Source: an optimization exercise on an open RTL-to-GDS flow (aim: small area, a short achievable clock period and few clock cycles per item). Production flows keep margins and buffers that such runs may drop.
At most, simulation tests tie the RTL to the original design; equivalence was not proved.
The RTL of run 2 was laid out without a check of its function.
Power figures rest on the tool's default switching activity, not on a simulated workload.

`flow/flow/run.sh`:
```
#!/bin/bash
set -euo pipefail
bash standard.sh SETUP_SLACK_MARGIN=12 finish > standard_finish.log 2>&1
```
`flow/constraint.sdc`:
```
create_clock -name core_clock -period 16.0 [get_ports {clk}]
set_input_delay 3.2000 -clock core_clock [delete_from_list [all_inputs] [get_ports {clk}]]
set_output_delay 3.2000 -clock core_clock [all_outputs]
set_load 0.01 [all_outputs]
```
`flow/standard.sh`:
```
#!/bin/bash
# synth_recipe.tcl (not shown) runs the flow's synth.tcl, then flattens the netlist and writes it again
# the make line also repeats each setting of config.mk as NAME=value (left out here)
make -C /OpenROAD-flow-scripts/flow DESIGN_CONFIG=/design/flow/config.mk WORK_HOME=/design/flow/orfs CLKGATE_MAP_FILE= SYNTH_SCRIPT=/design/flow/synth_recipe.tcl "${@:-finish}"
```
`flow/config.mk`:
```
export PLATFORM = sky130hd
export DESIGN_NAME = seq_index
export DESIGN_NICKNAME = seq_index
export VERILOG_FILES = /design/flow/design.v
export SDC_FILE = /design/flow/constraint.sdc
export NUM_CORES = 4
export LEC_CHECK = 0
export CAP_MARGIN = 20
export CORE_MARGIN = 2
export CORE_UTILIZATION = 40
export SLEW_MARGIN = 20
```
`flow/design.v`:
```
module si_step #(parameter WR = 32, WM = 32, WX = 34) (
    input  wire [WR-1:0] r,
    input  wire [WM-1:0] c,
    input  wire          da,
    input  wire          db,
    input  wire [WM-1:0] m,
    output wire [WR-1:0] rn,
    output wire [1:0]    q
);
    wire [WX-1:0] a  = {{(WX-WR-1){1'b0}}, r, da};
    wire [WX-1:0] b  = {{(WX-WM){1'b0}}, c};
    wire [WX-1:0] n1 = ~{{(WX-WM){1'b0}}, m};
    wire [WX-1:0] n2 = ~{{(WX-WM-1){1'b0}}, m, 1'b0};
    wire [WX-1:0] s1 = a ^ b ^ n1;
    wire [WX-1:0] k1 = (a & b) | (a & n1) | (b & n1);
    wire [WX-1:0] s2 = a ^ b ^ n2;
    wire [WX-1:0] k2 = (a & b) | (a & n2) | (b & n2);
    wire [WX-1:0] x  = a + b + db;
    wire [WX-1:0] y1 = s1 + {k1[WX-2:0], 1'b1} + db;    
    wire [WX-1:0] y2 = s2 + {k2[WX-2:0], 1'b1} + db;    
    assign q  = !y2[WX-1] ? 2'd2 : !y1[WX-1] ? 2'd1 : 2'd0;
    assign rn = !y2[WX-1] ? y2[WR-1:0] : !y1[WX-1] ? y1[WR-1:0] : x[WR-1:0];
endmodule
module seq_index (
    input  wire        clk,
    input  wire        rst,
    input  wire        in_valid,
    output wire        in_ready,
    input  wire [31:0] in_block,
    input  wire [31:0] in_num,
    input  wire [31:0] in_den,
    input  wire [12:0] in_len,
    output wire        out_valid,
    input  wire        out_ready,
    output wire [11:0] out_index
);
    localparam K = 1;                  
    reg         rdy;                   
    reg         ov;                    
    reg  [11:0] oidx;
    reg         busy1;                 
    reg  [5:0]  pos;                   
    reg         started;               
    reg  [31:0] scan;                  
    reg  [14:0] c1, r1;
    reg  [31:0] c2, r2;                
    reg  [11:0] c3, M;
    reg  [31:0] den;
    reg  [12:0] len;
    reg         t2v, t2ph, t2sw, t2fin;
    reg  [K-1:0] t2b;
    reg  [2*K-1:0] t2d;
    reg         t3v, t3ph, t3sw, t3fin;
    reg  [K-1:0] t3b;
    reg  [2*K-1:0] t3d;
    wire stall = t3v & t3fin & ov;
    wire        ph1     = pos[5];
    wire [4:0]  ppos    = pos[4:0];
    wire        z16     = (scan[31:16] == 16'd0);
    wire        z8      = (scan[31:24] == 8'd0);
    wire        can16   = ~started & z16 & (ppos <= 5'd16);
    wire        can8    = ~started & z8  & (ppos <= 5'd24);
    wire        skip    = can16 | can8;
    wire [5:0]  inc     = can16 ? 6'd16 : can8 ? 6'd8 : K;
    wire [5:0]  pos_n   = pos + inc;
    wire        sw1     = (pos_n[5] != pos[5]);       
    wire        fin1    = sw1 & ph1;
    wire [14:0] s1r [0:K];
    wire [31:0] s2r [0:K];
    wire [11:0] s3r [0:K];
    wire [2*K-1:0] s1d, s2d;
    assign s1r[0] = r1;
    assign s2r[0] = r2;
    assign s3r[0] = M;
    genvar g;
    generate
        for (g = 0; g < K; g = g + 1) begin : st
            si_step #(.WR(15), .WM(15), .WX(18)) u1 (
                .r(s1r[g]), .c(scan[31-g] ? c1 : 15'd0), .da(1'b0), .db(1'b0),
                .m(15'd22050), .rn(s1r[g+1]), .q(s1d[2*(K-1-g) +: 2]));
            si_step #(.WR(32), .WM(32), .WX(34)) u2 (
                .r(s2r[g]), .c((t2b[K-1-g] & t2ph) ? c2 : 32'd0),
                .da(t2d[2*(K-1-g)+1]), .db(t2d[2*(K-1-g)+1] | t2d[2*(K-1-g)]), .m(den),
                .rn(s2r[g+1]), .q(s2d[2*(K-1-g) +: 2]));
            si_step #(.WR(12), .WM(13), .WX(15)) u3 (
                .r(s3r[g]), .c((t3b[K-1-g] & t3ph) ? {1'b0, c3} : 13'd0),
                .da(t3d[2*(K-1-g)+1]), .db(t3d[2*(K-1-g)+1] | t3d[2*(K-1-g)]), .m(len),
                .rn(s3r[g+1]), .q());
        end
    endgenerate
    wire fin3    = t3v & t3fin & ~ov;           
    wire busy1_n = rdy ? in_valid : (busy1 & ~fin1);
    wire t2v_n   = busy1;
    wire t3v_n   = stall ? t3v : t2v;
    wire t3fin_n = stall ? t3fin : t2fin;
    wire ov_n    = fin3 | (ov & ~out_ready);
    wire rdy_n   = ~busy1_n & ~t2v_n & (~t3v_n | (t3fin_n & ~ov_n));
    always @(posedge clk) begin
        if (rst) begin
            rdy   <= 1'b1;
            ov    <= 1'b0;
            busy1 <= 1'b0;
            t2v   <= 1'b0;
            t3v   <= 1'b0;
        end else begin
            rdy   <= rdy_n;
            ov    <= ov_n;
            busy1 <= busy1_n;
            t2v   <= t2v_n;
            t3v   <= t3v_n;
        end
    end
    always @(posedge clk) begin
        if (fin3) oidx <= s3r[K];
        if (!stall) begin
            M     <= (t3v & t3sw) ? 12'd0 : s3r[K];
            t3ph  <= t2v & t2ph;
            t3sw  <= t2sw;
            t3fin <= t2fin;
            t3b   <= t2v ? t2b : {K{1'b0}};
            t3d   <= t2v ? s2d : {2*K{1'b0}};
        end
        if (t3v & t3sw & ~t3fin) c3 <= s3r[K];
        r2 <= (t2v & t2sw) ? 32'd0 : s2r[K];
        if (t2v & t2sw & ~t2fin) c2 <= s2r[K];
        t2ph  <= busy1 & ph1;
        t2sw  <= busy1 & sw1;
        t2fin <= busy1 & fin1;
        t2b   <= busy1 ? scan[31:32-K] : {K{1'b0}};
        t2d   <= busy1 ? s1d : {2*K{1'b0}};
        pos   <= pos_n;
        scan  <= sw1   ? c2 :
                 can16 ? {scan[15:0], 16'd0} :
                 can8  ? {scan[23:0], 8'd0} :
                         {scan[31-K:0], {K{1'b0}}};
        r1    <= sw1 ? 15'd0 : s1r[K];
        if (~skip) started <= 1'b1;
        if (sw1) begin
            started <= 1'b0;
            c1      <= s1r[K];
        end
        if (rdy) begin
            pos     <= 6'd0;
            started <= 1'b0;
            scan    <= in_num;
            c2      <= in_block;
            c1      <= 15'd907;
            r1      <= 15'd0;
            r2      <= 32'd0;
            M       <= 12'd0;
            den     <= in_den;
            len     <= in_len;
        end
    end
    assign in_ready  = rdy;
    assign out_valid = ov;
    assign out_index = oidx;
endmodule
```
==> impl_metrics.toml, run 1 <==
[synthesis]
synth_cell_types = 89
post-synth-top-area-fraction_pct = 15.4
yosysWarnings = 1
synth_seq_cells = 231
ys.flop_type = "dfxtp_1"
synthTopCellsByArea = "edfxtp_1 (15%), dfxtp_1 (12%), ha_1 (12%), fa_1 (10%), inv_1 (5.6%)"
ys_async_sr_fraction_pct = 0
syn-cell-area_um2 = 20700
synth_commonest_cells = "inv_1 (309), nand2_1 (226), ha_1 (199), a21oi_1 (173), nor2_1 (161)"
syn_inst = 2397
syn_avg_cell_area_um2 = 8.62
synth.most_common_cell = "inv_1"
synth_edf_count = 106
yosysTopAreaCell = "edfxtp_1"
seq_area_frac_synth_pct = 27.5
synth_nets = 2812

[setup_path]
critical_path_class = "reg2reg"
crit_slowest_cell = "fa_1"
crit_path_start_kind = "flop"
required_ns = 16.35
worstPathArrival_ns = 4.79
r2r_start = "t2b$_SDFF_PN0_"
worstPathCellList = "buf_12 -> buf_16 -> and3_4 -> fa_1 -> ha_4 -> o21ai_4 -> a2111oi_4 -> a21boi_4 -> o21ai_4 -> a41oi_4 -> nand4_1 -> a311o_2 -> and3_4 -> buf_12 -> mux2_4 -> mux2_4"
r2r_end = "c2[10]$_DFFE_PP_"
end_kind = "flop"
ff2ff_path_depth = 16
max_stage_delay_ns = 0.50
r2r_slack_ns = 11.56
crit_fanout = 5

[cts]
root_buffer = "clkbuf_16"
cts_max_level = 1
clock_sinks = 231
clk_path_buf_depth = 3
cts_buffers = 30
clk-insertion-delay-late_ns = 0.61
clk_pin_slew_worst_paths_ns = 0.06
cts_tree = "yes"

[die]
core_region_area_um2 = 51200
die_area_um2 = 53500
die_w_um = 231
io_pins = 127
rows = 83
initial_core_util_pct = 40.4
die_height_um = 231

[grt]
grt_max_degree = 93
busiest_layer = "met2"
groute.usage.overall_pct = 24.6
grt_use_met1_pct = 31.9
grtUsageMet3_pct = 2.81
grt-ovfl-total = 0
grtUsageMet2_pct = 42.4
grt_pass1_vias = 18700
grt_pass1_wl_um = 104000
antenna_found_initial = 0

[placed_design]
place_inst = 3133
place_congestion = 0.955
io_buffers = 126
dp_hpwl_um = 48200

[layout]
antennaDiodeCount = 0
n_fill_cell = 4650
drive_gt1_share_pct = 18.3
final_nets = 3025
layout.area.seq_um2 = 5700
area_growth_pct = 29.1
final-instance-count-excl-fill = 3314
multi_input_area_um2 = 15300

[sta]
finalClockSkew_ns = 0.0203
finalSetupViolations = 0
max-slew-margin-rel_pct = 10.4
fin_tns_setup_ns = 0
hold_violations = 0
fmaxAchievable_ghz = 0.225
slew_violations = 0
rsz0062_at_grt = "yes"
period_minus_slack_ns = 4.44
period_share_pct = 27.7
worstMarginPinSlew_ns = 1.34

[drt]
num_vias = 18800
route.detailed.drc = 0
drt-total-wl_um = 68200
final_antenna_net_count = 0
drt_iter0_drc = 1533
routedWlPerCell_um = 20.6
dr.pass1.iters = 6
vias_per_cell = 5.66

[worst_hold_path]
hold_depth = 2
hold_path_class = "reg2reg"
hp-start = "c1[11]$_SDFFE_PP0P_"
min_to = "c1[11]$_SDFFE_PP0P_"

[pwr]
ir_worst_vdd_uv = 86.4
power.density_nw_per_um2 = 65.9
leakagePower_nw = 11.9

[run_status]
outcome = "no timing/DRC/antenna violations"

[job]
maxCapViolCount = 0
[state kept, by name, indices dropped and copies added (netlist names), 2 cells and up]
name / count
c2: 32
den: 32
r2: 32
scan: 32
c1: 15
r1: 15
len: 13
M: 12
c3: 12
oidx: 12
pos: 6
t2d: 2
t3d: 2
[cells by family (layout without fill, tap and decap cells)]
group | count (synthesis) | count (layout) | synth area share (%)
buffers and inverters | 397 | 630 | 7.37
XOR/XNOR | 128 | 128 | 5.42
adder cells (fa/ha/maj) | 302 | 302 | 22.0
multiplexers | 53 | 53 | 2.66
AO/OA/AOI/OAI | 624 | 627 | 20.1
AND/OR/NAND/NOR | 662 | 663 | 15.0
flip-flops | 231 | 231 | 27.5
[cells in the final DEF (no fill, tap or decap), types with 12 or more instances in the layout]
| cell | n |
|---|---|
| o21bai_1 | 14 |
| and3_1 | 32 |
| buf_6 | 21 |
| fa_1 | 99 |
| a221oi_1 | 16 |
| nor2_1 | 142 |
| ha_1 | 164 |
| o21ai_2 | 13 |
| xnor2_1 | 84 |
| o31ai_1 | 16 |
| nand3_1 | 42 |
| clkdlybuf4s50_1 | 112 |
| inv_1 | 303 |
| xor2_1 | 42 |
| mux2i_1 | 18 |
| nand2_1 | 212 |
| a211oi_1 | 16 |
| a21o_1 | 44 |
| nor3_1 | 37 |
| ha_4 | 28 |
| clkbuf_16 | 32 |
| and2_1 | 23 |
| a21oi_2 | 19 |
| nor2b_1 | 21 |
| dfxtp_1 | 120 |
| edfxtp_1 | 106 |
| a21oi_1 | 149 |
| or3_1 | 15 |
| o21ai_0 | 103 |
| o21a_1 | 19 |
| buf_4 | 91 |
| nand4_1 | 17 |
| buf_2 | 12 |
| nand2b_1 | 16 |
| a31oi_1 | 16 |
| mux2i_4 | 21 |
| o21ai_1 | 26 |
[power breakdown]
group,switching [mW],internal (mW),leakage [nW]
Clock,0.294,0.430,0.497
Sequential,0.0341,0.654,2.10
Combinational,0.198,0.147,9.29
[worst max path at each step]
stage	end	start	slack, ns
after floorplan	c2[10]$_DFFE_PP_	t2ph$_DFF_P_	11.99
after global placement	c2[0]$_DFFE_PP_	t2ph$_DFF_P_	10.01
after detailed placement	c2[0]$_DFFE_PP_	t2ph$_DFF_P_	9.81
after CTS	c2[10]$_DFFE_PP_	t2b$_SDFF_PN0_	11.53
after global routing	c2[25]$_DFFE_PP_	t2b$_SDFF_PN0_	11.46
final	c2[10]$_DFFE_PP_	t2b$_SDFF_PN0_	11.56
[per-layer routing]
layer	wire, um	part of all wire [%]
met3	3700	5.4
met1	28900	42
met2	32900	48
met4	2750	4.0
met5	0	0
[critical path, delay by kind of cell, from the launching register on]
family	cells	cell delay, ns
AOI/OAI and AO/OA	6	1.53
DFF	1	0.37
muxes	2	0.55
and+or+nand+nor	3	0.52
buffers and inverters	3	0.40
adders and majority gates	2	0.81
[stage by stage]
step	hold slack, ns	util (%)	total power, mW	setup slack (ns)	cell area, um2
2_1_floorplan	0.428	-	0.883	11.99	20800
3_3_place_gp	0.444	44.3	0.991	10.01	22700
3_5_place_dp	0.454	44.3	0.994	9.81	22700
4_1_cts	0.463	49.6	1.74	11.53	25400
5_1_grt	0.490	52.1	1.82	11.46	26700
6_report	0.458	52.1	1.76	11.56	26700
[layout make-up]
type                            instances  share of cell area [%]
Sequential cell                       231                    21.4
Clock inverter                         20                   0.938
Inverter                              311                    4.39
Timing Repair Buffer                  262                    9.92
Tap cell                              680                    3.19
Multi-Input combinational cell       1773                    57.2
Clock buffer                           36                    2.94
Timing Repair inverter                  1                  0.0188
[what timing repair did]
item                                    CTS  global route
gates resized for setup                 257           192
endpoints found under the hold margin     0             0
cloned                                   11             2
pin swaps                                59            41
buffers inserted                         72            40
endpoints found under the setup margin  180           174
hold buffers                              0             0
Testbench counts, summed over its fixed seeds: cycles 156,475, items 3,200.
==> inputs of run 2 (changes only) <==
--- a/flow/design.v
+++ b/flow/design.v
@@ -9,17 +9,24 @@
 );
     wire [WX-1:0] a  = {{(WX-WR-1){1'b0}}, r, da};
     wire [WX-1:0] b  = {{(WX-WM){1'b0}}, c};
-    wire [WX-1:0] n1 = ~{{(WX-WM){1'b0}}, m};
-    wire [WX-1:0] n2 = ~{{(WX-WM-1){1'b0}}, m, 1'b0};
+    wire [WX-1:0] m1 = {{(WX-WM){1'b0}}, m};
+    wire [WX-1:0] m2 = {{(WX-WM-1){1'b0}}, m, 1'b0};
+    wire [WX-1:0] n1 = ~m1;
+    wire [WX-1:0] n2 = ~m2;
     wire [WX-1:0] s1 = a ^ b ^ n1;
     wire [WX-1:0] k1 = (a & b) | (a & n1) | (b & n1);
     wire [WX-1:0] s2 = a ^ b ^ n2;
     wire [WX-1:0] k2 = (a & b) | (a & n2) | (b & n2);
-    wire [WX-1:0] x  = a + b + db;
     wire [WX-1:0] y1 = s1 + {k1[WX-2:0], 1'b1} + db;    
     wire [WX-1:0] y2 = s2 + {k2[WX-2:0], 1'b1} + db;    
-    assign q  = !y2[WX-1] ? 2'd2 : !y1[WX-1] ? 2'd1 : 2'd0;
-    assign rn = !y2[WX-1] ? y2[WR-1:0] : !y1[WX-1] ? y1[WR-1:0] : x[WR-1:0];
+    wire          ge1 = ~y1[WX-1];
+    wire          ge2 = ~y2[WX-1];
+    wire [WX-1:0] n3 = ~(ge2 ? m2 : ge1 ? m1 : {WX{1'b0}});
+    wire [WX-1:0] s3 = a ^ b ^ n3;
+    wire [WX-1:0] k3 = (a & b) | (a & n3) | (b & n3);
+    wire [WX-1:0] y3 = s3 + {k3[WX-2:0], 1'b1} + db;    
+    assign q  = {ge2, ge1 & ~ge2};
+    assign rn = y3[WR-1:0];
 endmodule
 module seq_index (
     input  wire        clk,
==> run 2 against run 1 <==
Effect of this change:
- clock skew hardly changed
- design area down 6.7%
- clock power down 3.7%
- clock-buffer cell count is 3 lower
- combinational power increased to 11 times the previous value
- largest power group is now combinational logic
- still clean on timing, DRC and antenna
- synthesized cell count decreased by 15%
- maximum frequency down 30%
- flip-flop and latch count stayed put
- first-iteration DRC count decreased by 40%
- setup slack got worse by 1.9 ns
- sequential share of layout area is 1.5 points higher
- routed wire length is 18% lower
- critical endpoint is now c2[29]$_DFFE_PP_
==> impl_metrics.toml, run 2 <==
[die]
die_area_um2 = 47800
die_w_um = 219
die_height_um = 219
io_pins = 127
initial_core_util_pct = 40.6
core_region_area_um2 = 45400
rows = 78

[synthesis]
ys_async_sr_fraction_pct = 0
synth_nets = 2489
syn-cell-area_um2 = 18400
synth.most_common_cell = "inv_1"
synth_cell_types = 71
syn_avg_cell_area_um2 = 9.04
yosysTopAreaCell = "edfxtp_1"
synthTopCellsByArea = "edfxtp_1 (17%), fa_1 (15%), ha_1 (14%), dfxtp_1 (14%), inv_1 (7.2%)"
synth_edf_count = 106
post-synth-top-area-fraction_pct = 17.3
ys.flop_type = "dfxtp_1"
synth_commonest_cells = "inv_1 (355), nand2_1 (214), ha_1 (204), fa_1 (134), nor2_1 (131)"
yosysWarnings = 1
synth_seq_cells = 231
seq_area_frac_synth_pct = 30.9
syn_inst = 2038

[cts]
root_buffer = "clkbuf_16"
clk_path_buf_depth = 3
clk_pin_slew_worst_paths_ns = 0.06
cts_buffers = 28
cts_max_level = 1
cts_tree = "yes"
clk-insertion-delay-late_ns = 0.57
clock_sinks = 231

[sta]
finalSetupViolations = 0
period_share_pct = 39.9
worstMarginPinSlew_ns = 1.12
hold-worst-slack_ns = 0.453
hold_violations = 0
slew_violations = 0
period_minus_slack_ns = 6.38
fmaxAchievable_ghz = 0.157
fin_tns_setup_ns = 0
max-slew-margin-rel_pct = 25.2
rsz0062_at_grt = "yes"
finalClockSkew_ns = 0.0201

[worst_hold_path]
hold_path_class = "reg2reg"
hold_depth = 2
hp-start = "c1[5]$_SDFFE_PP0N_"
min_to = "c1[5]$_SDFFE_PP0N_"

[drt]
num_vias = 15500
routedWlPerCell_um = 19.1
final_antenna_net_count = 0
route.detailed.drc = 0
drt_iter0_drc = 927
dr.pass1.iters = 6
vias_per_cell = 5.32
drt-total-wl_um = 55800

[grt]
antenna_found_initial = 0
grt-ovfl-total = 0
grt_max_degree = 81
groute.usage.overall_pct = 23.2
grt_pass1_vias = 15900
grt_pass1_wl_um = 86200

[setup_path]
critPathLaunch = "t2ph$_DFF_P_"
critPathBufInv = 7
r2r_start = "t2ph$_DFF_P_"
crit_top_cell = "buf_6"
end_kind = "flop"
r2r_end = "c2[29]$_DFFE_PP_"
crit_fanout = 7
critPathTopFamily = "compound AO/OA/AOI/OAI gates"
worstPathArrival_ns = 6.66
critical_path_class = "reg2reg"
ff2ff_path_depth = 29
crit_slowest_cell = "fa_1"
crit_path_start_kind = "flop"
r2r_slack_ns = 9.62
required_ns = 16.28
max_stage_delay_ns = 0.55

[run_status]
outcome = "no timing/DRC/antenna violations"

[pwr]
ir_worst_vdd_uv = 110
power.density_nw_per_um2 = 213
power.total_mw = 5.30
leakagePower_nw = 11.4

[layout]
area_growth_pct = 35.1
n_fill_cell = 3979
mostFrequentLayoutCell = "inv_1"
final_cell_mix = "inv_1 (330), nand2_1 (182), ha_1 (159)"
antennaDiodeCount = 0
drive_gt1_share_pct = 24.0
final_nets = 2754
utilization_pct = 54.8

[placed_design]
io_buffers = 126
place_congestion = 0.876
dp_hpwl_um = 38900

[job]
maxCapViolCount = 0
run 2: changes by cell type in the layout (fill, tap and decap cells not counted), sizes merged, moves of 14 or more:
cell and delta:
a21oi -60, inv +45, xnor2 -44, mux2i -42, buf +33, fa +31, nor2 -30, nor3 -29
xor2 -23, and3 -17, nand3 -16, o31ai -15, a21o -14
run 2: report_power, final:
| part | switching, mW | internal (mW) | total, mW | leakage (nW) |
|---|---|---|---|---|
| logic | 1.87 | 1.80 | 3.67 | 8.85 |
| registers | 0.132 | 0.804 | 0.936 | 2.09 |
| clock network | 0.272 | 0.424 | 0.697 | 0.485 |
| total | 2.27 | 3.03 | 5.30 | 11.4 |
run 2: area by class of cell:
cell class	instances	area (um2)	area share, %
clock inverter	19	235	0.945
sequential	231	5700	22.9
tap	600	751	3.02
multi-input combinational	1390	13200	53.2
timing repair inverter	1	5.00	0.0201
clock buffer	33	771	3.10
timing repair buffer	295	2840	11.4
inverter	356	1350	5.43
run 2: cell families (layout without fill, tap and decap cells):
group | after synthesis | in the layout | synth area share (%)
compound gates | 438 | 438 | 14.9
xor+xnor | 62 | 62 | 3.02
fa+ha+maj | 344 | 344 | 28.7
buf+inv | 420 | 704 | 8.56
simple gates | 534 | 537 | 13.4
flops | 231 | 231 | 30.9
mux | 9 | 9 | 0.536
run 2: worst register-to-register path: cells and delay by family, from the launching register on:
kind / cells / cell delay (ns)
xor gates and xnor gates: 1 / 0.21
buffers and inverters: 7 / 0.82
AOI/OAI and AO/OA: 11 / 2.56
and+or+nand+nor: 6 / 0.63
DFF: 1 / 0.38
adders and majority gates: 4 / 1.46
run 2: worst max path at each step:
stage	cells after the start	slack [ns]	endpoint
after floorplan	26	10.31	c2[30]$_DFFE_PP_
after global placement	24	9.10	c2[28]$_DFFE_PP_
after detailed placement	25	8.85	c2[31]$_DFFE_PP_
after CTS	25	9.75	c2[31]$_DFFE_PP_
after global routing	28	9.39	c2[29]$_DFFE_PP_
final	29	9.62	c2[29]$_DFFE_PP_
run 2: what timing repair did:
item,CTS,global route
gates resized for setup,292,165
gates cloned,7,0
hold buffers,0,0
setup endpoints to repair,179,174
pin swaps,126,122
buffers inserted,95,58
run 2: metal layers:
metal / up-vias / GRT usage (%) / routed length, um
met1: 7622 / 30.2 / 24200
met5: - / 0 / 0
li1: 7381 / - / -
met3: 112 / 2.89 / 2730
met4: 0 / 8.19 / 2100
met2: 433 / 39.7 / 26700
run 2: per-stage QoR:
step / area, um2 / cells / setup slack (ns)
CTS: 23700 / 2867 / 9.75
detailed placement: 20800 / 2713 / 8.85
global route: 24900 / 2925 / 9.39
finish: 24900 / 2925 / 9.62
global placement: 20800 / 2713 / 9.10
floorplan: 19000 / 2038 / 10.31

==> port drivers added, routing unchanged <==
How much do the figures lean on ideal ports? The routed layouts below were timed once more, with nothing changed but the port constraints. Step 1: set_driving_cell puts a clkbuf_16 on clk and a buf_2 on each other input, an assumption about the parent block. Step 2 times the ports against the registers' clock, not the clock port: input delays grow and output delays shrink by t, the midpoint of the rising clock arrivals with the driver on. a / b / c = ideal ports / drivers / drivers and shift; a / b = the first two.
run	shift t [ns]	setup WS [ns]	clock arrival spread, ns	worst register clock-pin slew, ns
run 1	0.656	11.562 / 11.562 / 11.562	0.021 / 0.020	0.07 / 0.07
run 2	0.621	9.621 / 9.621 / 9.621	0.021 / 0.021	0.06 / 0.06
After both steps every run listed still meets setup and hold.
